Background: an optimization exercise with open tools, aiming at small area, a short achievable clock period and few clock cycles. Do not read the settings as production practice.
Function was checked by simulation only, so behaviour that the tests miss may differ from the original.
Power and IR drop assume default switching activity.

==> flow/flow/run.sh <==
#!/bin/bash
# The standard layout (the standard.sh: ORFS from synthesis to the final
# layout, unchanged clock and constraints) with two changes to how it is made:
#  - each input and output port is buffered with sky130_fd_sc_hd__buf_4
#    instead of the flow's default buffer choice;
#  - timing repair aims for 6.5 ns of setup slack instead of 5 ns.
set -e
export BUFFER_PORTS_ARGS="-buffer_cell sky130_fd_sc_hd__buf_4"
sed 's/SETUP_SLACK_MARGIN=[0-9.]*/SETUP_SLACK_MARGIN=6.5/' standard.sh > standard_m.sh
bash standard_m.sh > standard.log 2>&1
==> flow/standard.sh <==
#!/bin/bash
# synth_recipe.tcl (not shown) runs the flow's synth.tcl, then flattens the netlist and writes it again
# the make line also repeats each setting of config.mk as NAME=value (left out here)
make -C /OpenROAD-flow-scripts/flow DESIGN_CONFIG=/design/flow/config.mk WORK_HOME=/design/flow/orfs CLKGATE_MAP_FILE= SYNTH_SCRIPT=/design/flow/synth_recipe.tcl "${@:-finish}"
==> flow/config.mk <==
export PLATFORM = sky130hd
export DESIGN_NAME = bsac_lag
export DESIGN_NICKNAME = bsac_lag
export VERILOG_FILES = /design/flow/design.v
export SDC_FILE = /design/flow/constraint.sdc
export NUM_CORES = 4
export LEC_CHECK = 0
export ABC_AREA = 1
export CAP_MARGIN = 20
export CORE_MARGIN = 2
export CORE_UTILIZATION = 60
export PLACE_DENSITY = 0.7
export SETUP_SLACK_MARGIN = 5
export SLEW_MARGIN = 20
==> flow/constraint.sdc <==
create_clock -name core_clock -period 10.0 [get_ports {clk}]
set_input_delay 2.0000 -clock core_clock [delete_from_list [all_inputs] [get_ports {clk}]]
set_output_delay 2.0000 -clock core_clock [all_outputs]
set_load 0.01 [all_outputs]
==> flow/design.v <==
module bsac_lag (
    input  wire        clk,
    input  wire        rst,
    input  wire        in_valid,
    output wire        in_ready,
    input  wire [31:0] in_data,
    input  wire [6:0]  in_min_period,
    output wire        out_valid,
    input  wire        out_ready,
    output wire [6:0]  out_lag,
    output wire [6:0]  out_best_lag,
    output wire [8:0]  out_best_value,
    output wire [8:0]  out_global_max,
    output wire        out_err
);
    localparam integer E   = 8;      
    localparam integer LE  = 3;     
    localparam integer LAT = 3;    
    localparam integer GAP = (E == 8) ? 2 : 1;   
    localparam [6:0]   LASTW = 7'd127 - E + 7'd1;
    localparam [1:0] H_IDLE = 2'd0, H_RUN = 2'd2, H_CHK = 2'd3;
    reg        have;       
    reg [2:0]  beat;
    reg        busy;       
    reg        pre;        
    reg        is_sw;      
    reg        is_gap;
    reg        is_st;      
    reg        iss;        
    reg [1:0]  gapc;
    reg [LAT-1:0] tv;      
    reg        hgo;        
    reg [1:0]  hs;         
    reg        dn;         
    reg        ov;         
    reg [255:0] nb;        
    reg [255:0] pk;
    reg [255:0] sh;
    reg [6:0]   mp_ld;     
    reg [6:0]   mp;        
    reg [6:0]   ij;        
    reg [14:0]  mk;        
    reg [LAT-1:0] tm;      
    reg [6:0]   tj [0:LAT-1];
    reg [E-1:0] tf [0:LAT-1];   
    wire        in_rdy  = !have;
    wire        beat_ok = in_valid && in_rdy;
    wire [255:0] pkm;
    genvar gb;
    generate
        for (gb = 0; gb < 32; gb = gb + 1) begin : g_mask
            if (gb < 15) begin : g_m
                assign pkm[8*gb +: 8] = pk[8*gb +: 8] & {8{mk[gb]}};
            end else begin : g_n
                assign pkm[8*gb +: 8] = pk[8*gb +: 8];
            end
        end
    endgenerate
    wire [8:0] cv [0:E-1];
    wire [E-1:0] iflag;
    genvar ge;
    generate
        for (ge = 0; ge < E; ge = ge + 1) begin : g_eng
            wire [255:0] she = sh << ge;
            bsac_popcnt u_pc (.clk(clk), .x(pkm ^ she), .c(cv[ge]));
            assign iflag[ge] = ({1'b0, ij} + ge) >= {1'b0, mp};
        end
    endgenerate
    integer li;
    always @(posedge clk) begin
        tm[0] <= is_st;
        tj[0] <= ij;
        tf[0] <= iflag;
        for (li = 1; li < LAT; li = li + 1) begin
            tm[li] <= tm[li-1];
            tj[li] <= tj[li-1];
            tf[li] <= tf[li-1];
        end
    end
    wire         c_v = tv[LAT-1];
    wire         c_m = tm[LAT-1];
    wire [6:0]   c_j = tj[LAT-1];
    wire [E-1:0] c_f = tf[LAT-1];
    reg [8:0]  g;
    reg [8:0]  bv;
    reg [6:0]  blr;
    wire [6:0] bl = blr;
    wire [9:0] g34 = ({1'b0, g} + {g, 1'b0}) >> 2;    
    reg [127:0] pass;
    reg [7:0]  dl;             
    localparam integer NP = E / 2;
    reg [8:0]  qmax [0:NP-1];
    reg [8:0]  qmin [0:NP-1];
    reg [LE:0] qidx [0:NP-1];
    reg [NP-1:0] qany;
    reg [6:0]  qj;
    reg        qv;
    integer pe;
    always @(posedge clk) begin
        for (pe = 0; pe < NP; pe = pe + 1) begin
            qmax[pe] <= (cv[2*pe+1] > cv[2*pe]) ? cv[2*pe+1] : cv[2*pe];
            qany[pe] <= c_f[2*pe] || c_f[2*pe+1];
            if (c_f[2*pe] && (!c_f[2*pe+1] || cv[2*pe] <= cv[2*pe+1])) begin
                qmin[pe] <= cv[2*pe];
                qidx[pe] <= 2 * pe;
            end else begin
                qmin[pe] <= cv[2*pe+1];
                qidx[pe] <= 2 * pe + 1;
            end
        end
        qj <= c_j;
    end
    wire [8:0]  pmax [0:1];
    wire [8:0]  pmin [0:1];
    wire [LE:0] pidx [0:1];
    wire [1:0]  pany;
    wire [6:0]  rj;
    wire        rv;
    generate
        if (NP == 2) begin : g_red1
            assign pmax[0] = qmax[0];  assign pmax[1] = qmax[1];
            assign pmin[0] = qmin[0];  assign pmin[1] = qmin[1];
            assign pidx[0] = qidx[0];  assign pidx[1] = qidx[1];
            assign pany = qany;
            assign rj = qj;
            assign rv = qv;
        end else begin : g_red2
            reg [8:0]  smax [0:1];
            reg [8:0]  smin [0:1];
            reg [LE:0] sidx [0:1];
            reg [1:0]  sany;
            reg [6:0]  sj;
            reg        sv;
            integer se;
            always @(posedge clk) begin
                for (se = 0; se < 2; se = se + 1) begin
                    smax[se] <= (qmax[2*se+1] > qmax[2*se]) ? qmax[2*se+1] : qmax[2*se];
                    sany[se] <= qany[2*se] || qany[2*se+1];
                    if (qany[2*se] && (!qany[2*se+1] || qmin[2*se] <= qmin[2*se+1])) begin
                        smin[se] <= qmin[2*se];
                        sidx[se] <= qidx[2*se];
                    end else begin
                        smin[se] <= qmin[2*se+1];
                        sidx[se] <= qidx[2*se+1];
                    end
                end
                sj <= qj;
                if (rst)
                    sv <= 1'b0;
                else
                    sv <= qv;
            end
            assign pmax[0] = smax[0];  assign pmax[1] = smax[1];
            assign pmin[0] = smin[0];  assign pmin[1] = smin[1];
            assign pidx[0] = sidx[0];  assign pidx[1] = sidx[1];
            assign pany = sany;
            assign rj = sj;
            assign rv = sv;
        end
    endgenerate
    wire [E-1:0] pbit;
    generate
        for (ge = 0; ge < E; ge = ge + 1) begin : g_pass
            wire [10:0] c5 = {2'b0, cv[ge]} + {cv[ge], 2'b0};
            assign pbit[ge] = c5 <= {1'b0, g34};
        end
    endgenerate
    wire       m0  = pany[0] && pmin[0] < bv;
    wire       m1  = pany[1] && pmin[1] < bv && (!m0 || pmin[1] < pmin[0]);
    wire       x0  = pmax[0] > g && pmax[0] >= pmax[1];
    wire       x1  = pmax[1] > g && pmax[1] > pmax[0];
    integer pw;
    always @(posedge clk) begin
        if (c_v && c_m) begin
            for (pw = 0; pw < 128 / E; pw = pw + 1)
                if (c_j[6:LE] == pw)
                    pass[pw*E +: E] <= pbit;
            dl <= {1'b0, c_j} + E;
        end
        if (is_gap)
            dl <= 8'd0;
        if (pre) begin
            g  <= 9'd0;
            bv <= 9'h1ff;
        end else if (rv) begin
            if (x1)
                g <= pmax[1];
            else if (x0)
                g <= pmax[0];
            if (m1) begin
                bv  <= pmin[1];
                blr <= rj + pidx[1];
            end else if (m0) begin
                bv  <= pmin[0];
                blr <= rj + pidx[0];
            end
        end
    end
    reg [6:0]  d;          
    reg [6:0]  ed;         
    reg [6:0]  qq;         
    reg [6:0]  rr;         
    reg [6:0]  k;
    reg [6:0]  tgt;        
    reg [6:0]  racc;       
    reg        cph;        
    reg        pk_r, cv_r;
    reg [6:0]  rlag;
    reg        rerr;
    reg [2:0]  mpl;        
    reg        mp2;        
    reg        ds_act;
    reg [6:0]  ds_d;
    reg [8:0]  ds_d3;      
    function [8:0] r4step;
        input [6:0] rem;
        input [1:0] nn;
        input [6:0] dd;
        input [8:0] d3;        
        reg   [9:0] rr4, t1, t2, t3;
        begin
            rr4 = {1'b0, rem, nn};
            t1 = rr4 - {3'b0, dd};
            t2 = rr4 - {2'b0, dd, 1'b0};
            t3 = rr4 - {1'b0, d3};
            if (!t3[9])
                r4step = {2'd3, t3[6:0]};
            else if (!t2[9])
                r4step = {2'd2, t2[6:0]};
            else if (!t1[9])
                r4step = {2'd1, t1[6:0]};
            else
                r4step = {2'd0, rr4[6:0]};
        end
    endfunction
    reg        a_v, b_v;
    reg [6:0]  a_d, a_r, b_d, b_r;
    reg [8:0]  a_d3, b_d3;
    reg [2:0]  a_q;
    reg [4:0]  b_q;
    reg        dv_ov, dv_pk, dv_cv, dv_lt;
    reg [6:0]  dv_r, dv_q;
    wire       q6 = bl[6] && ds_d == 7'd1;
    wire [8:0] sa = r4step({6'd0, bl[6] && !q6}, bl[5:4], ds_d, ds_d3);
    wire [8:0] sb = r4step(a_r, bl[3:2], a_d, a_d3);
    wire [8:0] sc = r4step(b_r, bl[1:0], b_d, b_d3);
    wire [3:0] pk4 = pass[{b_q, 2'b00} +: 4];
    wire [3:0] cv4, lt4;
    genvar gq;
    generate
        for (gq = 0; gq < 4; gq = gq + 1) begin : g_q4
            assign cv4[gq] = {1'b0, b_q, gq[1:0]} < dl;
            assign lt4[gq] = {b_q, gq[1:0]} < mp;
        end
    endgenerate
    reg        stall;      
    always @(posedge clk) if (!stall) begin
        a_d  <= ds_d;
        a_d3 <= ds_d3;
        a_r  <= sa[6:0];
        a_q  <= {q6, sa[8:7]};
        b_d  <= a_d;
        b_d3 <= a_d3;
        b_r  <= sb[6:0];
        b_q  <= {a_q, sb[8:7]};
        dv_r  <= sc[6:0];
        dv_q  <= {b_q, sc[8:7]};
        dv_pk <= pk4[sc[8:7]];
        dv_cv <= cv4[sc[8:7]];
        dv_lt <= lt4[sc[8:7]];
    end
    wire       qhit  = dv_ov;
    reg        ed2, d2, klast;    
    wire       qskip = qhit && (dv_lt || (dv_cv && !dv_pk));
    wire       qpass = dv_cv && dv_pk;           
    wire [7:0] r2    = {dv_r, 1'b0};
    wire       c2    = r2 >= {1'b0, ed};
    reg  [7:0] rrd;        
    reg  [6:0] qq1;        
    wire [7:0] rsum  = {1'b0, racc} + {1'b0, rr};
    wire [7:0] rsmd  = {1'b0, racc} + rrd;
    wire       rcy   = !rsmd[7];
    wire [6:0] tgt_a = tgt + qq;
    wire [6:0] tgt_b = tgt + qq1;
    wire       cdec  = (hs == H_CHK) && cph && cv_r;    
    wire       hshort = {1'b0, bl} < {mp, 1'b0};        
    wire [10:0] bl11 = {1'b0, bl, 3'b0} + {3'b0, bl, 1'b0} + {4'b0, bl};
    wire [6:0] d0    = mp2 ? bl11 >> ({1'b0, mpl} + 4'd4) : bl >> mpl;
    reg        fin;
    reg [6:0]  fin_lag;
    always @(*) begin
        fin = 1'b0;
        fin_lag = bl;
        if (hgo && (mp == 7'd0 || hshort)) begin
            fin = 1'b1;
            if (mp == 7'd0)
                fin_lag = 7'd0;
        end
        case (hs)
        H_RUN: if (qhit) begin
            if (qskip && ed2)
                fin = 1'b1;
            if (!qskip && qpass && ed2) begin
                fin = 1'b1;
                fin_lag = dv_q;
            end
        end
        H_CHK: if (cdec) begin
            if (pk_r) begin
                if (klast) begin
                    fin = 1'b1;
                    fin_lag = qq;
                end
            end else if (d2) begin
                fin = 1'b1;
            end
        end
        default: ;
        endcase
    end
    reg [6:0]  d0r;
    reg        hgo2, ch1, ch2, chg;
    wire       lastm = rv && rj == LASTW;
    wire       sps   = rv && rj == LASTW - E && mp != 7'd0;
    wire       rsx   = hgo2 && chg && (hs == H_RUN);
    wire       ds_rs = sps || rsx;
    wire [8:0] d0x3  = {2'b0, d0r} + {1'b0, d0r, 1'b0};
    wire di_v = ds_act && !ds_rs && !stall;
    always @(posedge clk) begin
        d0r <= d0;
        if (rv) begin
            ch1 <= m0 || m1;
            ch2 <= ch1;
        end
        if (lastm)
            chg <= m0 || m1 || ch1 || ch2;
        if (ds_rs) begin
            ds_d  <= d0r;
            ds_d3 <= d0x3;
        end else if (ds_act && !stall) begin
            ds_d  <= ds_d - 7'd1;
            ds_d3 <= ds_d3 - 9'd3;
        end
        pk_r <= pass[tgt];
        cv_r <= {1'b0, tgt} < dl;
        if (ds_rs) begin
            ed  <= d0r;
            ed2 <= d0r == 7'd2;
        end
        case (hs)
        H_RUN: if (qhit) begin
            if (qskip) begin
                ed  <= ed - 7'd1;
                ed2 <= ed == 7'd3;
            end else begin
                qq   <= dv_q;
                qq1  <= dv_q + 7'd1;
                rrd  <= {1'b0, dv_r} - {1'b0, ed};
                rr   <= dv_r;
                d    <= ed;
                d2   <= ed2;
                cph  <= 1'b0;
                if (qpass) begin
                    tgt   <= {dv_q[5:0], 1'b0} + {6'd0, c2};
                    racc  <= c2 ? r2 - ed : r2[6:0];
                    k     <= 7'd2;
                    klast <= ed == 7'd3;
                end else begin
                    tgt   <= dv_q;
                    racc  <= dv_r;
                    k     <= 7'd1;
                    klast <= ed2;
                end
            end
        end
        H_CHK: begin
            cph <= !cph;
            if (cdec) begin
                if (pk_r) begin
                    k <= k + 7'd1;
                    klast <= k + 7'd2 == d;
                    if (rcy) begin
                        racc <= rsmd[6:0];
                        tgt  <= tgt_b;
                    end else begin
                        racc <= rsum[6:0];
                        tgt  <= tgt_a;
                    end
                end else begin
                    ed  <= d - 7'd1;
                    ed2 <= d == 7'd3;
                end
            end
        end
        default: ;
        endcase
        if (fin) begin
            rlag <= fin_lag;
            rerr <= (mp == 7'd0);
        end
        if (beat_ok && beat == 3'd7)
            mp_ld <= in_min_period;
    end
    reg [6:0]  o_lag, o_bl;
    reg [8:0]  o_bv, o_g;
    reg        o_err;
    wire copy  = dn && !ov;
    wire start = have && !busy && (!dn || !ov);
    wire iss_nx = pre ||
                  (is_sw && ij != LASTW) ||
                  (is_gap && gapc == GAP - 1) ||
                  (is_st && iss && ij != LASTW && !fin &&
                   !((hs != H_IDLE) && ({1'b0, ij} + E >= {1'b0, bl})));
    wire [6:0] ij_nx = (!iss || (is_sw && ij == LASTW)) ? 7'd0 : ij + E;
    integer mb;
    always @(posedge clk) begin
        if (beat_ok)
            nb <= {nb[223:0], in_data};
        if (start)
            pk <= nb;
        if (iss)
            sh <= sh << E;
        else
            sh <= pk;
        if (copy) begin
            o_lag <= rlag;
            o_err <= rerr;
            o_bl  <= blr;
            o_bv  <= bv;
            o_g   <= g;
        end
        if (start) begin
            mp  <= mp_ld;
            mpl <= mp_ld[6] ? 3'd6 : mp_ld[5] ? 3'd5 : mp_ld[4] ? 3'd4 :
                   mp_ld[3] ? 3'd3 : mp_ld[2] ? 3'd2 : mp_ld[1] ? 3'd1 : 3'd0;
            mp2 <= mp_ld[6] ? mp_ld[5] : mp_ld[5] ? mp_ld[4] : mp_ld[4] ? mp_ld[3] :
                   mp_ld[3] ? mp_ld[2] : mp_ld[2] ? mp_ld[1] : mp_ld[1] ? mp_ld[0] : 1'b0;
        end
        ij <= ij_nx;
        for (mb = 0; mb < 15; mb = mb + 1)
            mk[mb] <= mb >= ij_nx[6:3];
    end
    always @(posedge clk) begin
        if (rst) begin
            have   <= 1'b0;
            beat   <= 3'd0;
            busy   <= 1'b0;
            pre    <= 1'b0;
            is_sw  <= 1'b0;
            is_gap <= 1'b0;
            is_st  <= 1'b0;
            iss    <= 1'b0;
            gapc   <= 2'd0;
            tv     <= {LAT{1'b0}};
            qv     <= 1'b0;
            hgo    <= 1'b0;
            hgo2   <= 1'b0;
            hs     <= H_IDLE;
            stall  <= 1'b0;
            dn     <= 1'b0;
            ov     <= 1'b0;
            ds_act <= 1'b0;
            a_v    <= 1'b0;
            b_v    <= 1'b0;
            dv_ov  <= 1'b0;
        end else begin
            if (beat_ok) begin
                beat <= beat + 3'd1;
                if (beat == 3'd7)
                    have <= 1'b1;
            end
            pre <= start;
            if (start) begin
                have <= 1'b0;
                busy <= 1'b1;
            end
            iss <= iss_nx;
            if (pre)
                is_sw <= 1'b1;
            if (is_sw && ij == LASTW) begin
                is_sw  <= 1'b0;
                is_gap <= 1'b1;
                gapc   <= 2'd0;
            end
            if (is_gap) begin
                gapc <= gapc + 2'd1;
                if (gapc == GAP - 1) begin
                    is_gap <= 1'b0;
                    is_st  <= 1'b1;
                end
            end
            if (is_st && !iss_nx)
                is_st <= 1'b0;
            tv  <= {tv[LAT-2:0], iss};
            qv  <= c_v && !c_m;
            hgo <= rv && rj == LASTW;
            hgo2 <= hgo;
            if (rsx) begin
                a_v   <= 1'b0;
                b_v   <= 1'b0;
                dv_ov <= 1'b0;
            end else if (!stall) begin
                a_v   <= di_v;
                b_v   <= a_v;
                dv_ov <= b_v;
            end
            if (ds_rs)
                ds_act <= 1'b1;
            else if (ds_act && ds_d == 7'd2 && !stall)
                ds_act <= 1'b0;
            stall <= ((hs == H_RUN) && qhit && !qskip && !fin) ||
                     ((hs == H_CHK) && !(cdec && !pk_r) && !fin);
            if (hgo && !fin)
                hs <= H_RUN;
            case (hs)
            H_RUN: if (qhit && !qskip) hs <= H_CHK;
            H_CHK: if (cdec && !pk_r && !fin) hs <= H_RUN;
            default: ;
            endcase
            if (fin) begin
                hs     <= H_IDLE;
                ds_act <= 1'b0;
                busy   <= 1'b0;
                dn     <= 1'b1;
            end
            if (ov && out_ready)
                ov <= 1'b0;
            if (copy) begin
                dn <= 1'b0;
                ov <= 1'b1;
            end
        end
    end
    assign in_ready       = in_rdy;
    assign out_valid      = ov;
    assign out_lag        = o_lag;
    assign out_best_lag   = o_bl;
    assign out_best_value = o_bv;
    assign out_global_max = o_g;
    assign out_err        = o_err;
endmodule
module bsac_popcnt (input wire clk, input wire [255:0] x, output reg [8:0] c);
    wire s1;
    wire k2;
    wire s3;
    wire k4;
    wire s5;
    wire k6;
    wire s7;
    wire k8;
    wire s9;
    wire k10;
    wire s11;
    wire k12;
    wire s13;
    wire k14;
    wire s15;
    wire k16;
    wire s17;
    wire k18;
    wire s19;
    wire k20;
    wire s21;
    wire k22;
    wire s23;
    wire k24;
    wire s25;
    wire k26;
    wire s27;
    wire k28;
    wire s29;
    wire k30;
    wire s31;
    wire k32;
    wire s33;
    wire k34;
    wire s35;
    wire k36;
    wire s37;
    wire k38;
    wire s39;
    wire k40;
    wire s41;
    wire k42;
    wire s43;
    wire k44;
    wire s45;
    wire k46;
    wire s47;
    wire k48;
    wire s49;
    wire k50;
    wire s51;
    wire k52;
    wire s53;
    wire k54;
    wire s55;
    wire k56;
    wire s57;
    wire k58;
    wire s59;
    wire k60;
    wire s61;
    wire k62;
    wire s63;
    wire k64;
    wire s65;
    wire k66;
    wire s67;
    wire k68;
    wire s69;
    wire k70;
    wire s71;
    wire k72;
    wire s73;
    wire k74;
    wire s75;
    wire k76;
    wire s77;
    wire k78;
    wire s79;
    wire k80;
    wire s81;
    wire k82;
    wire s83;
    wire k84;
    wire s85;
    wire k86;
    wire s87;
    wire k88;
    wire s89;
    wire k90;
    wire s91;
    wire k92;
    wire s93;
    wire k94;
    wire s95;
    wire k96;
    wire s97;
    wire k98;
    wire s99;
    wire k100;
    wire s101;
    wire k102;
    wire s103;
    wire k104;
    wire s105;
    wire k106;
    wire s107;
    wire k108;
    wire s109;
    wire k110;
    wire s111;
    wire k112;
    wire s113;
    wire k114;
    wire s115;
    wire k116;
    wire s117;
    wire k118;
    wire s119;
    wire k120;
    wire s121;
    wire k122;
    wire s123;
    wire k124;
    wire s125;
    wire k126;
    wire s127;
    wire k128;
    wire s129;
    wire k130;
    wire s131;
    wire k132;
    wire s133;
    wire k134;
    wire s135;
    wire k136;
    wire s137;
    wire k138;
    wire s139;
    wire k140;
    wire s141;
    wire k142;
    wire s143;
    wire k144;
    wire s145;
    wire k146;
    wire s147;
    wire k148;
    wire s149;
    wire k150;
    wire s151;
    wire k152;
    wire s153;
    wire k154;
    wire s155;
    wire k156;
    wire s157;
    wire k158;
    wire s159;
    wire k160;
    wire s161;
    wire k162;
    wire s163;
    wire k164;
    wire s165;
    wire k166;
    wire s167;
    wire k168;
    wire s169;
    wire k170;
    wire s171;
    wire k172;
    wire s173;
    wire k174;
    wire s175;
    wire k176;
    wire s177;
    wire k178;
    wire s179;
    wire k180;
    wire s181;
    wire k182;
    wire s183;
    wire k184;
    wire s185;
    wire k186;
    wire s187;
    wire k188;
    wire s189;
    wire k190;
    wire s191;
    wire k192;
    wire s193;
    wire k194;
    wire s195;
    wire k196;
    wire s197;
    wire k198;
    wire s199;
    wire k200;
    wire s201;
    wire k202;
    wire s203;
    wire k204;
    wire s205;
    wire k206;
    wire s207;
    wire k208;
    wire s209;
    wire k210;
    wire s211;
    wire k212;
    wire s213;
    wire k214;
    wire s215;
    wire k216;
    wire s217;
    wire k218;
    wire s219;
    wire k220;
    wire s221;
    wire k222;
    wire s223;
    wire k224;
    wire s225;
    wire k226;
    wire s227;
    wire k228;
    wire s229;
    wire k230;
    wire s231;
    wire k232;
    wire s233;
    wire k234;
    wire s235;
    wire k236;
    wire s237;
    wire k238;
    wire s239;
    wire k240;
    wire s241;
    wire k242;
    wire s243;
    wire k244;
    wire s245;
    wire k246;
    wire s247;
    wire k248;
    wire s249;
    wire k250;
    wire s251;
    wire k252;
    wire s253;
    wire k254;
    wire s255;
    wire k256;
    wire s257;
    wire k258;
    wire s259;
    wire k260;
    wire s261;
    wire k262;
    wire s263;
    wire k264;
    wire s265;
    wire k266;
    wire s267;
    wire k268;
    wire s269;
    wire k270;
    wire s271;
    wire k272;
    wire s273;
    wire k274;
    wire s275;
    wire k276;
    wire s277;
    wire k278;
    wire s279;
    wire k280;
    wire s281;
    wire k282;
    wire s283;
    wire k284;
    wire s285;
    wire k286;
    wire s287;
    wire k288;
    wire s289;
    wire k290;
    wire s291;
    wire k292;
    wire s293;
    wire k294;
    wire s295;
    wire k296;
    wire s297;
    wire k298;
    wire s299;
    wire k300;
    wire s301;
    wire k302;
    wire s303;
    wire k304;
    wire s305;
    wire k306;
    wire s307;
    wire k308;
    wire s309;
    wire k310;
    wire s311;
    wire k312;
    wire s313;
    wire k314;
    wire s315;
    wire k316;
    wire s317;
    wire k318;
    wire s319;
    wire k320;
    wire s321;
    wire k322;
    wire s323;
    wire k324;
    wire s325;
    wire k326;
    wire s327;
    wire k328;
    wire s329;
    wire k330;
    wire s331;
    wire k332;
    wire s333;
    wire k334;
    wire s335;
    wire k336;
    wire s337;
    wire k338;
    wire s339;
    wire k340;
    wire s341;
    wire k342;
    wire s343;
    wire k344;
    wire s345;
    wire k346;
    wire s347;
    wire k348;
    wire s349;
    wire k350;
    wire s351;
    wire k352;
    wire s353;
    wire k354;
    wire s355;
    wire k356;
    wire s357;
    wire k358;
    wire s359;
    wire k360;
    wire s361;
    wire k362;
    wire s363;
    wire k364;
    wire s365;
    wire k366;
    wire s367;
    wire k368;
    wire s369;
    wire k370;
    wire s371;
    wire k372;
    wire s373;
    wire k374;
    wire s375;
    wire k376;
    wire s377;
    wire k378;
    wire s379;
    wire k380;
    wire s381;
    wire k382;
    wire s383;
    wire k384;
    wire s385;
    wire k386;
    wire s387;
    wire k388;
    wire s389;
    wire k390;
    wire s391;
    wire k392;
    wire s393;
    wire k394;
    wire s395;
    wire k396;
    wire s397;
    wire k398;
    wire s399;
    wire k400;
    wire s401;
    wire k402;
    wire s403;
    wire k404;
    wire s405;
    wire k406;
    wire s407;
    wire k408;
    wire s409;
    wire k410;
    wire s411;
    wire k412;
    reg r413;
    reg r414;
    reg r415;
    reg r416;
    reg r417;
    reg r418;
    reg r419;
    reg r420;
    reg r421;
    reg r422;
    reg r423;
    reg r424;
    reg r425;
    reg r426;
    reg r427;
    reg r428;
    reg r429;
    reg r430;
    reg r431;
    reg r432;
    reg r433;
    reg r434;
    reg r435;
    reg r436;
    reg r437;
    reg r438;
    reg r439;
    reg r440;
    reg r441;
    reg r442;
    reg r443;
    reg r444;
    reg r445;
    reg r446;
    reg r447;
    reg r448;
    reg r449;
    reg r450;
    reg r451;
    reg r452;
    reg r453;
    reg r454;
    reg r455;
    reg r456;
    reg r457;
    reg r458;
    reg r459;
    reg r460;
    reg r461;
    reg r462;
    reg r463;
    reg r464;
    reg r465;
    wire s466;
    wire k467;
    wire s468;
    wire k469;
    wire s470;
    wire k471;
    wire s472;
    wire k473;
    wire s474;
    wire k475;
    wire s476;
    wire k477;
    wire s478;
    wire k479;
    wire s480;
    wire k481;
    wire s482;
    wire k483;
    wire s484;
    wire k485;
    wire s486;
    wire k487;
    wire s488;
    wire k489;
    wire s490;
    wire k491;
    wire s492;
    wire k493;
    wire s494;
    wire k495;
    wire s496;
    wire k497;
    wire s498;
    wire k499;
    wire s500;
    wire k501;
    wire s502;
    wire k503;
    wire s504;
    wire k505;
    wire s506;
    wire k507;
    wire s508;
    wire k509;
    wire s510;
    wire k511;
    wire s512;
    wire k513;
    wire s514;
    wire k515;
    wire s516;
    wire k517;
    wire s518;
    wire k519;
    wire s520;
    wire k521;
    wire s522;
    wire k523;
    wire s524;
    wire k525;
    wire s526;
    wire k527;
    wire s528;
    wire k529;
    wire s530;
    wire k531;
    wire s532;
    wire k533;
    wire s534;
    wire k535;
    wire s536;
    wire k537;
    wire s538;
    wire k539;
    wire s540;
    wire k541;
    wire s542;
    wire k543;
    wire s544;
    wire k545;
    wire s546;
    wire k547;
    wire s548;
    wire k549;
    reg r550;
    reg r551;
    reg r552;
    reg r553;
    reg r554;
    reg r555;
    reg r556;
    reg r557;
    reg r558;
    reg r559;
    reg r560;
    reg r561;
    reg r562;
    reg r563;
    reg r564;
    reg r565;
    reg r566;
    wire s567;
    wire k568;
    wire s569;
    wire k570;
    wire s571;
    wire k572;
    assign {k2, s1} = {1'b0,x[0]} + {1'b0,x[1]} + {1'b0,x[2]};
    assign {k4, s3} = {1'b0,x[3]} + {1'b0,x[4]} + {1'b0,x[5]};
    assign {k6, s5} = {1'b0,x[6]} + {1'b0,x[7]} + {1'b0,x[8]};
    assign {k8, s7} = {1'b0,x[9]} + {1'b0,x[10]} + {1'b0,x[11]};
    assign {k10, s9} = {1'b0,x[12]} + {1'b0,x[13]} + {1'b0,x[14]};
    assign {k12, s11} = {1'b0,x[15]} + {1'b0,x[16]} + {1'b0,x[17]};
    assign {k14, s13} = {1'b0,x[18]} + {1'b0,x[19]} + {1'b0,x[20]};
    assign {k16, s15} = {1'b0,x[21]} + {1'b0,x[22]} + {1'b0,x[23]};
    assign {k18, s17} = {1'b0,x[24]} + {1'b0,x[25]} + {1'b0,x[26]};
    assign {k20, s19} = {1'b0,x[27]} + {1'b0,x[28]} + {1'b0,x[29]};
    assign {k22, s21} = {1'b0,x[30]} + {1'b0,x[31]} + {1'b0,x[32]};
    assign {k24, s23} = {1'b0,x[33]} + {1'b0,x[34]} + {1'b0,x[35]};
    assign {k26, s25} = {1'b0,x[36]} + {1'b0,x[37]} + {1'b0,x[38]};
    assign {k28, s27} = {1'b0,x[39]} + {1'b0,x[40]} + {1'b0,x[41]};
    assign {k30, s29} = {1'b0,x[42]} + {1'b0,x[43]} + {1'b0,x[44]};
    assign {k32, s31} = {1'b0,x[45]} + {1'b0,x[46]} + {1'b0,x[47]};
    assign {k34, s33} = {1'b0,x[48]} + {1'b0,x[49]} + {1'b0,x[50]};
    assign {k36, s35} = {1'b0,x[51]} + {1'b0,x[52]} + {1'b0,x[53]};
    assign {k38, s37} = {1'b0,x[54]} + {1'b0,x[55]} + {1'b0,x[56]};
    assign {k40, s39} = {1'b0,x[57]} + {1'b0,x[58]} + {1'b0,x[59]};
    assign {k42, s41} = {1'b0,x[60]} + {1'b0,x[61]} + {1'b0,x[62]};
    assign {k44, s43} = {1'b0,x[63]} + {1'b0,x[64]} + {1'b0,x[65]};
    assign {k46, s45} = {1'b0,x[66]} + {1'b0,x[67]} + {1'b0,x[68]};
    assign {k48, s47} = {1'b0,x[69]} + {1'b0,x[70]} + {1'b0,x[71]};
    assign {k50, s49} = {1'b0,x[72]} + {1'b0,x[73]} + {1'b0,x[74]};
    assign {k52, s51} = {1'b0,x[75]} + {1'b0,x[76]} + {1'b0,x[77]};
    assign {k54, s53} = {1'b0,x[78]} + {1'b0,x[79]} + {1'b0,x[80]};
    assign {k56, s55} = {1'b0,x[81]} + {1'b0,x[82]} + {1'b0,x[83]};
    assign {k58, s57} = {1'b0,x[84]} + {1'b0,x[85]} + {1'b0,x[86]};
    assign {k60, s59} = {1'b0,x[87]} + {1'b0,x[88]} + {1'b0,x[89]};
    assign {k62, s61} = {1'b0,x[90]} + {1'b0,x[91]} + {1'b0,x[92]};
    assign {k64, s63} = {1'b0,x[93]} + {1'b0,x[94]} + {1'b0,x[95]};
    assign {k66, s65} = {1'b0,x[96]} + {1'b0,x[97]} + {1'b0,x[98]};
    assign {k68, s67} = {1'b0,x[99]} + {1'b0,x[100]} + {1'b0,x[101]};
    assign {k70, s69} = {1'b0,x[102]} + {1'b0,x[103]} + {1'b0,x[104]};
    assign {k72, s71} = {1'b0,x[105]} + {1'b0,x[106]} + {1'b0,x[107]};
    assign {k74, s73} = {1'b0,x[108]} + {1'b0,x[109]} + {1'b0,x[110]};
    assign {k76, s75} = {1'b0,x[111]} + {1'b0,x[112]} + {1'b0,x[113]};
    assign {k78, s77} = {1'b0,x[114]} + {1'b0,x[115]} + {1'b0,x[116]};
    assign {k80, s79} = {1'b0,x[117]} + {1'b0,x[118]} + {1'b0,x[119]};
    assign {k82, s81} = {1'b0,x[120]} + {1'b0,x[121]} + {1'b0,x[122]};
    assign {k84, s83} = {1'b0,x[123]} + {1'b0,x[124]} + {1'b0,x[125]};
    assign {k86, s85} = {1'b0,x[126]} + {1'b0,x[127]} + {1'b0,x[128]};
    assign {k88, s87} = {1'b0,x[129]} + {1'b0,x[130]} + {1'b0,x[131]};
    assign {k90, s89} = {1'b0,x[132]} + {1'b0,x[133]} + {1'b0,x[134]};
    assign {k92, s91} = {1'b0,x[135]} + {1'b0,x[136]} + {1'b0,x[137]};
    assign {k94, s93} = {1'b0,x[138]} + {1'b0,x[139]} + {1'b0,x[140]};
    assign {k96, s95} = {1'b0,x[141]} + {1'b0,x[142]} + {1'b0,x[143]};
    assign {k98, s97} = {1'b0,x[144]} + {1'b0,x[145]} + {1'b0,x[146]};
    assign {k100, s99} = {1'b0,x[147]} + {1'b0,x[148]} + {1'b0,x[149]};
    assign {k102, s101} = {1'b0,x[150]} + {1'b0,x[151]} + {1'b0,x[152]};
    assign {k104, s103} = {1'b0,x[153]} + {1'b0,x[154]} + {1'b0,x[155]};
    assign {k106, s105} = {1'b0,x[156]} + {1'b0,x[157]} + {1'b0,x[158]};
    assign {k108, s107} = {1'b0,x[159]} + {1'b0,x[160]} + {1'b0,x[161]};
    assign {k110, s109} = {1'b0,x[162]} + {1'b0,x[163]} + {1'b0,x[164]};
    assign {k112, s111} = {1'b0,x[165]} + {1'b0,x[166]} + {1'b0,x[167]};
    assign {k114, s113} = {1'b0,x[168]} + {1'b0,x[169]} + {1'b0,x[170]};
    assign {k116, s115} = {1'b0,x[171]} + {1'b0,x[172]} + {1'b0,x[173]};
    assign {k118, s117} = {1'b0,x[174]} + {1'b0,x[175]} + {1'b0,x[176]};
    assign {k120, s119} = {1'b0,x[177]} + {1'b0,x[178]} + {1'b0,x[179]};
    assign {k122, s121} = {1'b0,x[180]} + {1'b0,x[181]} + {1'b0,x[182]};
    assign {k124, s123} = {1'b0,x[183]} + {1'b0,x[184]} + {1'b0,x[185]};
    assign {k126, s125} = {1'b0,x[186]} + {1'b0,x[187]} + {1'b0,x[188]};
    assign {k128, s127} = {1'b0,x[189]} + {1'b0,x[190]} + {1'b0,x[191]};
    assign {k130, s129} = {1'b0,x[192]} + {1'b0,x[193]} + {1'b0,x[194]};
    assign {k132, s131} = {1'b0,x[195]} + {1'b0,x[196]} + {1'b0,x[197]};
    assign {k134, s133} = {1'b0,x[198]} + {1'b0,x[199]} + {1'b0,x[200]};
    assign {k136, s135} = {1'b0,x[201]} + {1'b0,x[202]} + {1'b0,x[203]};
    assign {k138, s137} = {1'b0,x[204]} + {1'b0,x[205]} + {1'b0,x[206]};
    assign {k140, s139} = {1'b0,x[207]} + {1'b0,x[208]} + {1'b0,x[209]};
    assign {k142, s141} = {1'b0,x[210]} + {1'b0,x[211]} + {1'b0,x[212]};
    assign {k144, s143} = {1'b0,x[213]} + {1'b0,x[214]} + {1'b0,x[215]};
    assign {k146, s145} = {1'b0,x[216]} + {1'b0,x[217]} + {1'b0,x[218]};
    assign {k148, s147} = {1'b0,x[219]} + {1'b0,x[220]} + {1'b0,x[221]};
    assign {k150, s149} = {1'b0,x[222]} + {1'b0,x[223]} + {1'b0,x[224]};
    assign {k152, s151} = {1'b0,x[225]} + {1'b0,x[226]} + {1'b0,x[227]};
    assign {k154, s153} = {1'b0,x[228]} + {1'b0,x[229]} + {1'b0,x[230]};
    assign {k156, s155} = {1'b0,x[231]} + {1'b0,x[232]} + {1'b0,x[233]};
    assign {k158, s157} = {1'b0,x[234]} + {1'b0,x[235]} + {1'b0,x[236]};
    assign {k160, s159} = {1'b0,x[237]} + {1'b0,x[238]} + {1'b0,x[239]};
    assign {k162, s161} = {1'b0,x[240]} + {1'b0,x[241]} + {1'b0,x[242]};
    assign {k164, s163} = {1'b0,x[243]} + {1'b0,x[244]} + {1'b0,x[245]};
    assign {k166, s165} = {1'b0,x[246]} + {1'b0,x[247]} + {1'b0,x[248]};
    assign {k168, s167} = {1'b0,x[249]} + {1'b0,x[250]} + {1'b0,x[251]};
    assign {k170, s169} = {1'b0,x[252]} + {1'b0,x[253]} + {1'b0,x[254]};
    assign {k172, s171} = {1'b0,s1} + {1'b0,s3} + {1'b0,s5};
    assign {k174, s173} = {1'b0,s7} + {1'b0,s9} + {1'b0,s11};
    assign {k176, s175} = {1'b0,s13} + {1'b0,s15} + {1'b0,s17};
    assign {k178, s177} = {1'b0,s19} + {1'b0,s21} + {1'b0,s23};
    assign {k180, s179} = {1'b0,s25} + {1'b0,s27} + {1'b0,s29};
    assign {k182, s181} = {1'b0,s31} + {1'b0,s33} + {1'b0,s35};
    assign {k184, s183} = {1'b0,s37} + {1'b0,s39} + {1'b0,s41};
    assign {k186, s185} = {1'b0,s43} + {1'b0,s45} + {1'b0,s47};
    assign {k188, s187} = {1'b0,s49} + {1'b0,s51} + {1'b0,s53};
    assign {k190, s189} = {1'b0,s55} + {1'b0,s57} + {1'b0,s59};
    assign {k192, s191} = {1'b0,s61} + {1'b0,s63} + {1'b0,s65};
    assign {k194, s193} = {1'b0,s67} + {1'b0,s69} + {1'b0,s71};
    assign {k196, s195} = {1'b0,s73} + {1'b0,s75} + {1'b0,s77};
    assign {k198, s197} = {1'b0,s79} + {1'b0,s81} + {1'b0,s83};
    assign {k200, s199} = {1'b0,s85} + {1'b0,s87} + {1'b0,s89};
    assign {k202, s201} = {1'b0,s91} + {1'b0,s93} + {1'b0,s95};
    assign {k204, s203} = {1'b0,s97} + {1'b0,s99} + {1'b0,s101};
    assign {k206, s205} = {1'b0,s103} + {1'b0,s105} + {1'b0,s107};
    assign {k208, s207} = {1'b0,s109} + {1'b0,s111} + {1'b0,s113};
    assign {k210, s209} = {1'b0,s115} + {1'b0,s117} + {1'b0,s119};
    assign {k212, s211} = {1'b0,s121} + {1'b0,s123} + {1'b0,s125};
    assign {k214, s213} = {1'b0,s127} + {1'b0,s129} + {1'b0,s131};
    assign {k216, s215} = {1'b0,s133} + {1'b0,s135} + {1'b0,s137};
    assign {k218, s217} = {1'b0,s139} + {1'b0,s141} + {1'b0,s143};
    assign {k220, s219} = {1'b0,s145} + {1'b0,s147} + {1'b0,s149};
    assign {k222, s221} = {1'b0,s151} + {1'b0,s153} + {1'b0,s155};
    assign {k224, s223} = {1'b0,s157} + {1'b0,s159} + {1'b0,s161};
    assign {k226, s225} = {1'b0,s163} + {1'b0,s165} + {1'b0,s167};
    assign {k228, s227} = {1'b0,s169} + {1'b0,x[255]};
    assign {k230, s229} = {1'b0,k2} + {1'b0,k4} + {1'b0,k6};
    assign {k232, s231} = {1'b0,k8} + {1'b0,k10} + {1'b0,k12};
    assign {k234, s233} = {1'b0,k14} + {1'b0,k16} + {1'b0,k18};
    assign {k236, s235} = {1'b0,k20} + {1'b0,k22} + {1'b0,k24};
    assign {k238, s237} = {1'b0,k26} + {1'b0,k28} + {1'b0,k30};
    assign {k240, s239} = {1'b0,k32} + {1'b0,k34} + {1'b0,k36};
    assign {k242, s241} = {1'b0,k38} + {1'b0,k40} + {1'b0,k42};
    assign {k244, s243} = {1'b0,k44} + {1'b0,k46} + {1'b0,k48};
    assign {k246, s245} = {1'b0,k50} + {1'b0,k52} + {1'b0,k54};
    assign {k248, s247} = {1'b0,k56} + {1'b0,k58} + {1'b0,k60};
    assign {k250, s249} = {1'b0,k62} + {1'b0,k64} + {1'b0,k66};
    assign {k252, s251} = {1'b0,k68} + {1'b0,k70} + {1'b0,k72};
    assign {k254, s253} = {1'b0,k74} + {1'b0,k76} + {1'b0,k78};
    assign {k256, s255} = {1'b0,k80} + {1'b0,k82} + {1'b0,k84};
    assign {k258, s257} = {1'b0,k86} + {1'b0,k88} + {1'b0,k90};
    assign {k260, s259} = {1'b0,k92} + {1'b0,k94} + {1'b0,k96};
    assign {k262, s261} = {1'b0,k98} + {1'b0,k100} + {1'b0,k102};
    assign {k264, s263} = {1'b0,k104} + {1'b0,k106} + {1'b0,k108};
    assign {k266, s265} = {1'b0,k110} + {1'b0,k112} + {1'b0,k114};
    assign {k268, s267} = {1'b0,k116} + {1'b0,k118} + {1'b0,k120};
    assign {k270, s269} = {1'b0,k122} + {1'b0,k124} + {1'b0,k126};
    assign {k272, s271} = {1'b0,k128} + {1'b0,k130} + {1'b0,k132};
    assign {k274, s273} = {1'b0,k134} + {1'b0,k136} + {1'b0,k138};
    assign {k276, s275} = {1'b0,k140} + {1'b0,k142} + {1'b0,k144};
    assign {k278, s277} = {1'b0,k146} + {1'b0,k148} + {1'b0,k150};
    assign {k280, s279} = {1'b0,k152} + {1'b0,k154} + {1'b0,k156};
    assign {k282, s281} = {1'b0,k158} + {1'b0,k160} + {1'b0,k162};
    assign {k284, s283} = {1'b0,k164} + {1'b0,k166} + {1'b0,k168};
    assign {k286, s285} = {1'b0,s171} + {1'b0,s173} + {1'b0,s175};
    assign {k288, s287} = {1'b0,s177} + {1'b0,s179} + {1'b0,s181};
    assign {k290, s289} = {1'b0,s183} + {1'b0,s185} + {1'b0,s187};
    assign {k292, s291} = {1'b0,s189} + {1'b0,s191} + {1'b0,s193};
    assign {k294, s293} = {1'b0,s195} + {1'b0,s197} + {1'b0,s199};
    assign {k296, s295} = {1'b0,s201} + {1'b0,s203} + {1'b0,s205};
    assign {k298, s297} = {1'b0,s207} + {1'b0,s209} + {1'b0,s211};
    assign {k300, s299} = {1'b0,s213} + {1'b0,s215} + {1'b0,s217};
    assign {k302, s301} = {1'b0,s219} + {1'b0,s221} + {1'b0,s223};
    assign {k304, s303} = {1'b0,s225} + {1'b0,s227};
    assign {k306, s305} = {1'b0,k172} + {1'b0,k174} + {1'b0,k176};
    assign {k308, s307} = {1'b0,k178} + {1'b0,k180} + {1'b0,k182};
    assign {k310, s309} = {1'b0,k184} + {1'b0,k186} + {1'b0,k188};
    assign {k312, s311} = {1'b0,k190} + {1'b0,k192} + {1'b0,k194};
    assign {k314, s313} = {1'b0,k196} + {1'b0,k198} + {1'b0,k200};
    assign {k316, s315} = {1'b0,k202} + {1'b0,k204} + {1'b0,k206};
    assign {k318, s317} = {1'b0,k208} + {1'b0,k210} + {1'b0,k212};
    assign {k320, s319} = {1'b0,k214} + {1'b0,k216} + {1'b0,k218};
    assign {k322, s321} = {1'b0,k220} + {1'b0,k222} + {1'b0,k224};
    assign {k324, s323} = {1'b0,k226} + {1'b0,k228} + {1'b0,s229};
    assign {k326, s325} = {1'b0,s231} + {1'b0,s233} + {1'b0,s235};
    assign {k328, s327} = {1'b0,s237} + {1'b0,s239} + {1'b0,s241};
    assign {k330, s329} = {1'b0,s243} + {1'b0,s245} + {1'b0,s247};
    assign {k332, s331} = {1'b0,s249} + {1'b0,s251} + {1'b0,s253};
    assign {k334, s333} = {1'b0,s255} + {1'b0,s257} + {1'b0,s259};
    assign {k336, s335} = {1'b0,s261} + {1'b0,s263} + {1'b0,s265};
    assign {k338, s337} = {1'b0,s267} + {1'b0,s269} + {1'b0,s271};
    assign {k340, s339} = {1'b0,s273} + {1'b0,s275} + {1'b0,s277};
    assign {k342, s341} = {1'b0,s279} + {1'b0,s281} + {1'b0,s283};
    assign {k344, s343} = {1'b0,k230} + {1'b0,k232} + {1'b0,k234};
    assign {k346, s345} = {1'b0,k236} + {1'b0,k238} + {1'b0,k240};
    assign {k348, s347} = {1'b0,k242} + {1'b0,k244} + {1'b0,k246};
    assign {k350, s349} = {1'b0,k248} + {1'b0,k250} + {1'b0,k252};
    assign {k352, s351} = {1'b0,k254} + {1'b0,k256} + {1'b0,k258};
    assign {k354, s353} = {1'b0,k260} + {1'b0,k262} + {1'b0,k264};
    assign {k356, s355} = {1'b0,k266} + {1'b0,k268} + {1'b0,k270};
    assign {k358, s357} = {1'b0,k272} + {1'b0,k274} + {1'b0,k276};
    assign {k360, s359} = {1'b0,k278} + {1'b0,k280} + {1'b0,k282};
    assign {k362, s361} = {1'b0,s285} + {1'b0,s287} + {1'b0,s289};
    assign {k364, s363} = {1'b0,s291} + {1'b0,s293} + {1'b0,s295};
    assign {k366, s365} = {1'b0,s297} + {1'b0,s299} + {1'b0,s301};
    assign {k368, s367} = {1'b0,k286} + {1'b0,k288} + {1'b0,k290};
    assign {k370, s369} = {1'b0,k292} + {1'b0,k294} + {1'b0,k296};
    assign {k372, s371} = {1'b0,k298} + {1'b0,k300} + {1'b0,k302};
    assign {k374, s373} = {1'b0,k304} + {1'b0,s305} + {1'b0,s307};
    assign {k376, s375} = {1'b0,s309} + {1'b0,s311} + {1'b0,s313};
    assign {k378, s377} = {1'b0,s315} + {1'b0,s317} + {1'b0,s319};
    assign {k380, s379} = {1'b0,s321} + {1'b0,s323} + {1'b0,s325};
    assign {k382, s381} = {1'b0,s327} + {1'b0,s329} + {1'b0,s331};
    assign {k384, s383} = {1'b0,s333} + {1'b0,s335} + {1'b0,s337};
    assign {k386, s385} = {1'b0,s339} + {1'b0,s341} + {1'b0,k170};
    assign {k388, s387} = {1'b0,k306} + {1'b0,k308} + {1'b0,k310};
    assign {k390, s389} = {1'b0,k312} + {1'b0,k314} + {1'b0,k316};
    assign {k392, s391} = {1'b0,k318} + {1'b0,k320} + {1'b0,k322};
    assign {k394, s393} = {1'b0,k324} + {1'b0,k326} + {1'b0,k328};
    assign {k396, s395} = {1'b0,k330} + {1'b0,k332} + {1'b0,k334};
    assign {k398, s397} = {1'b0,k336} + {1'b0,k338} + {1'b0,k340};
    assign {k400, s399} = {1'b0,k342} + {1'b0,s343} + {1'b0,s345};
    assign {k402, s401} = {1'b0,s347} + {1'b0,s349} + {1'b0,s351};
    assign {k404, s403} = {1'b0,s353} + {1'b0,s355} + {1'b0,s357};
    assign {k406, s405} = {1'b0,s359} + {1'b0,k284};
    assign {k408, s407} = {1'b0,k344} + {1'b0,k346} + {1'b0,k348};
    assign {k410, s409} = {1'b0,k350} + {1'b0,k352} + {1'b0,k354};
    assign {k412, s411} = {1'b0,k356} + {1'b0,k358} + {1'b0,k360};
    assign {k467, s466} = {1'b0,r413} + {1'b0,r414} + {1'b0,r415};
    assign {k469, s468} = {1'b0,r417} + {1'b0,r418} + {1'b0,r419};
    assign {k471, s470} = {1'b0,r420} + {1'b0,r421} + {1'b0,r422};
    assign {k473, s472} = {1'b0,r423} + {1'b0,r424} + {1'b0,r425};
    assign {k475, s474} = {1'b0,r426} + {1'b0,r427} + {1'b0,r428};
    assign {k477, s476} = {1'b0,r430} + {1'b0,r431} + {1'b0,r432};
    assign {k479, s478} = {1'b0,r433} + {1'b0,r434} + {1'b0,r435};
    assign {k481, s480} = {1'b0,r436} + {1'b0,r437} + {1'b0,r438};
    assign {k483, s482} = {1'b0,r439} + {1'b0,r440} + {1'b0,r441};
    assign {k485, s484} = {1'b0,r442} + {1'b0,r443} + {1'b0,r444};
    assign {k487, s486} = {1'b0,r445} + {1'b0,r446} + {1'b0,r447};
    assign {k489, s488} = {1'b0,r448} + {1'b0,r449};
    assign {k491, s490} = {1'b0,r450} + {1'b0,r451} + {1'b0,r452};
    assign {k493, s492} = {1'b0,r453} + {1'b0,r454} + {1'b0,r455};
    assign {k495, s494} = {1'b0,r456} + {1'b0,r457} + {1'b0,r458};
    assign {k497, s496} = {1'b0,r459} + {1'b0,r460} + {1'b0,r461};
    assign {k499, s498} = {1'b0,r463} + {1'b0,r464} + {1'b0,r465};
    assign {k501, s500} = {1'b0,k467} + {1'b0,s468} + {1'b0,s470};
    assign {k503, s502} = {1'b0,s472} + {1'b0,s474} + {1'b0,r429};
    assign {k505, s504} = {1'b0,k469} + {1'b0,k471} + {1'b0,k473};
    assign {k507, s506} = {1'b0,k475} + {1'b0,s476} + {1'b0,s478};
    assign {k509, s508} = {1'b0,s480} + {1'b0,s482} + {1'b0,s484};
    assign {k511, s510} = {1'b0,s486} + {1'b0,s488};
    assign {k513, s512} = {1'b0,k477} + {1'b0,k479} + {1'b0,k481};
    assign {k515, s514} = {1'b0,k483} + {1'b0,k485} + {1'b0,k487};
    assign {k517, s516} = {1'b0,k489} + {1'b0,s490} + {1'b0,s492};
    assign {k519, s518} = {1'b0,s494} + {1'b0,s496} + {1'b0,r462};
    assign {k521, s520} = {1'b0,k491} + {1'b0,k493} + {1'b0,k495};
    assign {k523, s522} = {1'b0,k497} + {1'b0,s498};
    assign {k525, s524} = {1'b0,k501} + {1'b0,k503} + {1'b0,s504};
    assign {k527, s526} = {1'b0,s506} + {1'b0,s508} + {1'b0,s510};
    assign {k529, s528} = {1'b0,k505} + {1'b0,k507} + {1'b0,k509};
    assign {k531, s530} = {1'b0,k511} + {1'b0,s512} + {1'b0,s514};
    assign {k533, s532} = {1'b0,s516} + {1'b0,s518};
    assign {k535, s534} = {1'b0,k513} + {1'b0,k515} + {1'b0,k517};
    assign {k537, s536} = {1'b0,k519} + {1'b0,s520} + {1'b0,s522};
    assign {k539, s538} = {1'b0,k521} + {1'b0,k523} + {1'b0,k499};
    assign {k541, s540} = {1'b0,k525} + {1'b0,k527} + {1'b0,s528};
    assign {k543, s542} = {1'b0,s530} + {1'b0,s532};
    assign {k545, s544} = {1'b0,k529} + {1'b0,k531} + {1'b0,k533};
    assign {k547, s546} = {1'b0,s534} + {1'b0,s536};
    assign {k549, s548} = {1'b0,k535} + {1'b0,k537} + {1'b0,s538};
    assign {k568, s567} = {1'b0,r558} + {1'b0,r559} + {1'b0,r560};
    assign {k570, s569} = {1'b0,r562} + {1'b0,r563} + {1'b0,r564};
    assign {k572, s571} = {1'b0,k570} + {1'b0,r565} + {1'b0,r566};
    always @(posedge clk) begin
        r413 <= s361;
        r414 <= s363;
        r415 <= s365;
        r416 <= s303;
        r417 <= k362;
        r418 <= k364;
        r419 <= k366;
        r420 <= s367;
        r421 <= s369;
        r422 <= s371;
        r423 <= s373;
        r424 <= s375;
        r425 <= s377;
        r426 <= s379;
        r427 <= s381;
        r428 <= s383;
        r429 <= s385;
        r430 <= k368;
        r431 <= k370;
        r432 <= k372;
        r433 <= k374;
        r434 <= k376;
        r435 <= k378;
        r436 <= k380;
        r437 <= k382;
        r438 <= k384;
        r439 <= k386;
        r440 <= s387;
        r441 <= s389;
        r442 <= s391;
        r443 <= s393;
        r444 <= s395;
        r445 <= s397;
        r446 <= s399;
        r447 <= s401;
        r448 <= s403;
        r449 <= s405;
        r450 <= k388;
        r451 <= k390;
        r452 <= k392;
        r453 <= k394;
        r454 <= k396;
        r455 <= k398;
        r456 <= k400;
        r457 <= k402;
        r458 <= k404;
        r459 <= k406;
        r460 <= s407;
        r461 <= s409;
        r462 <= s411;
        r463 <= k408;
        r464 <= k410;
        r465 <= k412;
        r550 <= s466;
        r551 <= r416;
        r552 <= s500;
        r553 <= s502;
        r554 <= s524;
        r555 <= s526;
        r556 <= s540;
        r557 <= s542;
        r558 <= k541;
        r559 <= k543;
        r560 <= s544;
        r561 <= s546;
        r562 <= k545;
        r563 <= k547;
        r564 <= s548;
        r565 <= k549;
        r566 <= k539;
    end
    wire [8:0] ra = {1'b0, k572, s571, k568, s567, r556, r554, r552, r550};
    wire [8:0] rb = {1'b0, 1'b0, 1'b0, s569, r561, r557, r555, r553, r551};
    always @(posedge clk) c <= ra + rb;
endmodule
==> run notes <==
htree depth=4; full die area=roughly 0.23 mm^2; top_reg_cell synth=dfxtp_1; Die Ht=484.5 um; VDD IR max=0.2173 mV; placed cell areas=between 0.1 and 0.15 mm^2; Hold Vio Cnt, Final=0; final setup fails=0; grt ovf=0; Synth Cell Area=between 0.1 and 0.15 mm^2; I/O pins=between 70 and 80; Final min period=3510 ps; CP startpoint kind=flip-flop; register area share after synthesis=0.3510; initial core utilization=0.6030; Placer Congestion=between 1 and 1.5; post-route cell area=~0.15 mm^2; Post-synth EDFFs=between 800 and 900; Net Count, Synth=around 15000; setup_tns=0 ps; Longest Clk Path Bufs=3; Leak=~66 nW; initial detailed-routing violation count=9438; clock sink count=2000; vias=between 90000 and 100k; drt first pass iters=6; top-count cell post-synth=fa_1; first-pass GRT wire length=between 600 and 700 mm; clock root buffer=clkbuf_16; top cells by area, synth=fa_1, edfxtp_1, dfxtp_1; fin. max-slew vios=0; WHS=around 310 ps; Die X=a little under 500 um; NumNets Final=15175; Post-synth ARST share=0; synthesis-to-finish area growth=9.964%; area leader, netlist=fa_1; Total GRT Usage=0.3998; GRT met3 Usage=0.09398; drt wl/cell=between 20 and 30 um; largest net degree at the start of global routing=between 100 and 150; Crit path required time=around 11000 ps; PwrDens=approximately 220 mW/mm^2; Reg clk slew, reported paths=60 ps; Worst Setup End Kind=flip-flop; fmax=roughly 0.28 GHz; Gate Count Post-Synth=12596; worst-skew pair later-pin latency=around 900 ps; post-synth cell types=64; DR vias/cell=about 5.7; Core Box Area=around 0.23 mm^2; I/O Buffers=77; fillcell total=roughly 17000; dpl hpwl=~380 mm; critical path fanouts, max=9; Global Route met1 Usage=0.5214; max-cap violation count=0; top cells by count, synth=fa_1, nand2_1, inv_1, dfxtp_1, xnor2_1; Total Wirelength=between 400 and 500 mm; clk_skew=between 50 and 60 ps; initial antenna violation count=29; critical path type=flip-flop to flip-flop; CTS tree=built; GRT met2 Usage=0.6167; Routed Antenna Nets=0; busiest grt layer=met2; worst-margin pin slew=1155 ps; Num CTS Buffers=around 210; FP Rows=between 150 and 200; Yosys reg bits=2000; drt drc=0; Min-Delay Path Class=flip-flop to flip-flop; ratio of cells with drive above 1 in the final layout=0.08973; WP data arrival=roughly 4300 ps; Slew headroom=0.2302; final period utilization=0.3510; outcome=no timing/DRC/antenna violations; vias in the first global route=about 93000; Yosys top cell area share=0.2843; synthesized area per cell=about 11 um^2; yosys warns=18; RSZ-0062 raised after global routing=true
==> placed cells by master, fill, tap and decap left out, types with 16 or more instances in the layout <==
master and instances:
fa_1 1947, o221ai_1 17, clkbuf_8 28, nand3_1 398, ha_1 519, diode_2 17, nand4_1 55, a21oi_1 288
nand2_2 67, o21ai_0 242, xor2_1 1060, edfxtp_1 856, inv_1 1801, xnor2_1 1119, nor3_1 35, clkinvlp_4 19
clkinv_4 18, o21bai_1 20, nor2_1 328, buf_12 53, o21ai_1 22, nand2_1 1785, fa_2 20, buf_4 320
clkbuf_1 40, o211ai_1 32, clkinv_2 21, dfxtp_4 16, dfxtp_2 135, dfxtp_1 993, nand2_4 60, clkbuf_16 214
==> through the flow <==
step	worst slack, ps	util	power, W	cells
finish	6490	0.6631	0.03311	15870
global route	6424	0.6630	0.03492	15858
CTS	6488	0.6523	0.03287	15676
detailed placement	5290	0.6144	0.02455	15187
global placement	5295	0.6144	0.02430	15187
floorplan	3703	-	0.01879	12596
==> report_power, final <==
part	internal (W)	total, W	switching, W
logic	0.00508	0.0134	0.00836
registers	0.0102	0.0115	0.00139
clock network	0.00457	0.00813	0.00356
==> worst paths after layout <==
kind	start	to	slack, ps	cells after the start
max	sh[44]	g_eng[0].u_pc.r427	6490	8
min	tj[0][3]	tj[1][3]	310	0
max reg2reg	sh[44]	g_eng[0].u_pc.r427	6490	8
min reg2reg	tj[0][3]	tj[1][3]	310	0
==> registers in the layout, summed over array words and instances, names as in the netlist, 9 cells and up <==
register and flops:
pass 128, a_d3 9, qmax 36, pk 256, qmin 36, ds_d3 9, bv 9, o_bv 9
g_red2.smax 18, sh 256, b_d3 9, o_g 9, g_red2.smin 18, g 9, g_eng.u_pc.c 72, tf 24
nb 256, mk 15, tj 12
==> critical path: stages, from the launching register on <==
cell	delay [ps]
dfxtp_1	780
xor2_1	190
fa_1	460
fa_1	700
inv_1	100
fa_1	510
inv_1	60
fa_1	500
inv_1	50
==> what timing repair did <==
item	CTS	global route
setup endpoints to repair	389	303
buffers inserted	95	171
pin swaps	5	14
hold buffers	0	0
gates cloned	0	4
gates resized for setup	224	207
==> cells by family (layout without fill, tap and decap cells) <==
family | count (synthesis) | after routing | synth area share
and+or+nand+nor | 2809 | 2810 | 0.08338
other | 0 | 17 | 0
DFF | 2000 | 2000 | 0.3510
adders and majority gates | 2488 | 2488 | 0.3314
xor gates and xnor gates | 2208 | 2208 | 0.1396
buffers and inverters | 2374 | 2604 | 0.06523
AOI/OAI and AO/OA | 717 | 717 | 0.02942
==> layer usage <==
| metal | wire (um) | vias to the layer above |
|---|---|---|
| met2 | 213200 | 4644 |
| met3 | 44170 | 1060 |
| met1 | 179300 | 46257 |
| met4 | 33870 | 8 |
| met5 | 48 | - |
| li1 | - | 38741 |
==> layout make-up <==
class | count | area [um^2] | share of cell area
Multi-Input combinational cell | 8223 | 81910 | 0.5378
Sequential cell | 2000 | 48840 | 0.3207
Inverter | 1825 | 6872 | 0.04512
Clock buffer | 284 | 5881 | 0.03861
Tap cell | 3026 | 3786 | 0.02486
Timing Repair Buffer | 384 | 3682 | 0.02418
Clock inverter | 110 | 1286 | 0.008445
Antenna cell | 17 | 42.54 | 0.0002793
Timing Repair inverter | 1 | 5.005 | 0.00003286
Testbench counts, summed over its fixed seeds: cycles 5,087.

==> static timing again, ports no longer ideal <==
In the flow no input, the clock included, has a driving cell. The finished layout below was timed again as built, in two steps. Step 1 assumes that a clkbuf_16 drives the clock port and a buf_2 every other input. Step 2 also shifts input and output timing later by t, the mid clock arrival at the registers, as if the neighbouring blocks saw the same clock. Three values: ideal, step 1, step 2; two values: the first two.
t (ns): 0.987
slack for setup (ns): 6.490 / 6.449 / 5.685
worst register clock-pin slew, ns: 0.07 / 0.07
After both steps this run still meets setup and hold. The setup slack of this run moves by -0.041 ns with the drivers and by -0.805 ns with both steps.
